This is an optimization exercise on Yosys and OpenROAD, whose aim is small area, not a production implementation.
The RTL was checked by simulation tests, not by an equivalence proof against the original design.

Setup of the baseline:
Design ipt_block, start of the top module:
module ipt_block (
    input  wire         clk,
    input  wire         rst,
    input  wire         cmd_valid,
    input  wire [63:0]  cmd_word,
    output wire         cmd_ready,
    input  wire         tick,
    output reg          resp_valid,
    output reg  [31:0]  resp_data,
    output reg          invoke_valid,
    output wire [31:0]  invoke_ref,
    output wire [138:0] irq_en,
    output wire [416:0] irq_pri,
    output wire [3:0]   exc_en,
    output wire [20:0]  exc_pri
);
Size: roughly 1900 cells after synthesis, roughly 700 flip-flops, about 720 I/O pins.
==> flow/config.mk <==
export PLATFORM = sky130hd
export DESIGN_NAME = ipt_block
export DESIGN_NICKNAME = ipt_block
export VERILOG_FILES = /design/flow/design.v
export SDC_FILE = /design/flow/constraint.sdc
export NUM_CORES = 4
export LEC_CHECK = 0
export CAP_MARGIN = 5
export CORE_MARGIN = 2
export CORE_UTILIZATION = 45
export SLEW_MARGIN = 5
export SYNTH_HIERARCHICAL = 1
==> flow/constraint.sdc <==
create_clock -name core_clock -period 8.0 [get_ports {clk}]
set_input_delay 1.6000 -clock core_clock [delete_from_list [all_inputs] [get_ports {clk}]]
set_output_delay 1.6000 -clock core_clock [all_outputs]
set_load 0.01 [all_outputs]
standard.sh (not shown) runs the stock make flow with config.mk's settings and CLKGATE_MAP_FILE= SYNTH_SCRIPT=/design/flow/synth_recipe.tcl, a recipe that flattens the netlist after the stock synthesis.
==> flow/flow/run.sh <==
#!/bin/bash
# Standard ORFS layout (the standard.sh) with these changes: ports are
# buffered with the smallest buffer cell, and clock tree synthesis uses
# clkbuf_4 cells in clusters of at most 8 sinks, with no dummy loads.
set -euo pipefail
bash standard.sh synth > synth_make.log 2>&1
bash standard.sh \
  "BUFFER_PORTS_ARGS=-buffer_cell sky130_fd_sc_hd__buf_1" \
  "CTS_ARGS=-sink_clustering_enable -repair_clock_nets -dont_use_dummy_load -buf_list sky130_fd_sc_hd__clkbuf_4 -sink_clustering_size 8 -sink_clustering_max_diameter 60" \
  finish > layout_make.log 2>&1
The baseline finished every stage and its layout cleared the timing, design-rule and antenna checks.
#### Input delta (the candidate over the baseline)
- changing SLEW_MARGIN from 5 to 10
- changing CAP_MARGIN from 5 to 10
--- a/flow/flow/run.sh
+++ b/flow/flow/run.sh
@@ -2,3 +2,5 @@
-# Standard ORFS layout (the standard.sh) with these changes: ports are
-# buffered with the smallest buffer cell, and clock tree synthesis uses
-# clkbuf_4 cells in clusters of at most 8 sinks, with no dummy loads.
+# Standard ORFS layout (the standard.sh) with these changes after the
+# standard synthesis: ports are buffered with the smallest buffer cell; clock
+# tree synthesis uses clkbuf_4 cells in clusters of at most 8 sinks, with no
+# dummy loads; and after global routing the resizer downsizes gates on paths
+# with positive slack (ORFS's RECOVER_POWER step, all such paths).
@@ -7,0 +10 @@
+  "RECOVER_POWER=100" \
Findings:
The candidate — core utilization of the finished layout 0.44 points lower, the baseline as reference. Although it ran to completion, the candidate produced a layout that fails the final checks because of capacitance limit, slew limit. Of the two values seen for timing startpoint of the critical path, ncur[0] was produced by the baseline and cmd_word[51] by the candidate. The candidate vs. the baseline: area growth from synthesis to final layout dropped 0.97 points, internal reg-to-reg setup slack fell 0.06 ns, routed wire length has increased.

---

== v6 ==
ipt_block again, from the RTL that the note above started with.
==> flow/config.mk <==
export PLATFORM = sky130hd
export DESIGN_NAME = ipt_block
export DESIGN_NICKNAME = ipt_block
export VERILOG_FILES = /design/flow/design.v
export SDC_FILE = /design/flow/constraint.sdc
export NUM_CORES = 4
export LEC_CHECK = 0
export CAP_MARGIN = 10
export CORE_MARGIN = 2
export CORE_UTILIZATION = 45
export SLEW_MARGIN = 10
export SYNTH_HIERARCHICAL = 1
==> flow/constraint.sdc <==
create_clock -name core_clock -period 8.0 [get_ports {clk}]
set_input_delay 1.6000 -clock core_clock [delete_from_list [all_inputs] [get_ports {clk}]]
set_output_delay 1.6000 -clock core_clock [all_outputs]
set_load 0.01 [all_outputs]
==> flow/flow/run.sh <==
#!/bin/bash
# Standard ORFS layout (the standard.sh) with these changes: ports are
# buffered with the smallest buffer cell, and clock tree synthesis uses
# clkbuf_4 cells in clusters of at most 8 sinks, with no dummy loads.
set -euo pipefail
bash standard.sh synth > synth_make.log 2>&1
bash standard.sh \
  "BUFFER_PORTS_ARGS=-buffer_cell sky130_fd_sc_hd__buf_1" \
  "CTS_ARGS=-sink_clustering_enable -repair_clock_nets -dont_use_dummy_load -buf_list sky130_fd_sc_hd__clkbuf_4 -sink_clustering_size 8 -sink_clustering_max_diameter 60" \
  finish > layout_make.log 2>&1
v6 | stages: all done | timing, DRC, antenna: all pass
Modified inputs, v7 compared to v6
Settings: CORE_UTILIZATION changed from 45 to 50.
[summary]
- v7 closes out successfully: all stages finished, all timing, DRC and antenna checks passed.
- Changes observed in v7 relative to v6: wire length on met3 now larger; fmax grew by 0.0061 GHz; die area down about 10%.

re-timing with driven ports:
The flow's constraints put no driver on any port. The routed layouts listed below were extracted and timed again, unchanged, in two steps. Step 1 sets driving cells, clkbuf_16 on the clock port and buf_2 on the other inputs (assumed; they add their load-dependent delay and slew). Step 2 adds t to the input delays and takes it off the output delays; t is the mean of the earliest and latest rising clock arrival at the registers after step 1. Input paths then give back, and output paths get back, about the clock's delay inside the block. Slacks: no drivers / after step 1 / after step 2; pairs: no drivers / after step 1.
run	t, ns	setup WS [ns]	worst setup path after step 2	latest minus earliest clock arrival (ns)	worst slew at a driven data input, ns
the baseline	0.923	0.592 / 0.592 / -0.280	input to register	0.129 / 0.130	0.14
the candidate	0.927	0.341 / 0.371 / -0.556	input to register	0.124 / 0.124	0.15
v6	0.923	0.592 / 0.592 / -0.280	input to register	0.129 / 0.130	0.14
v7	0.923	0.913 / 0.913 / 0.145	input to register	0.165 / 0.165	0.09
The setup slack of the candidate, which loses most, moves by +0.030 ns with the drivers and by -0.897 ns with both steps.
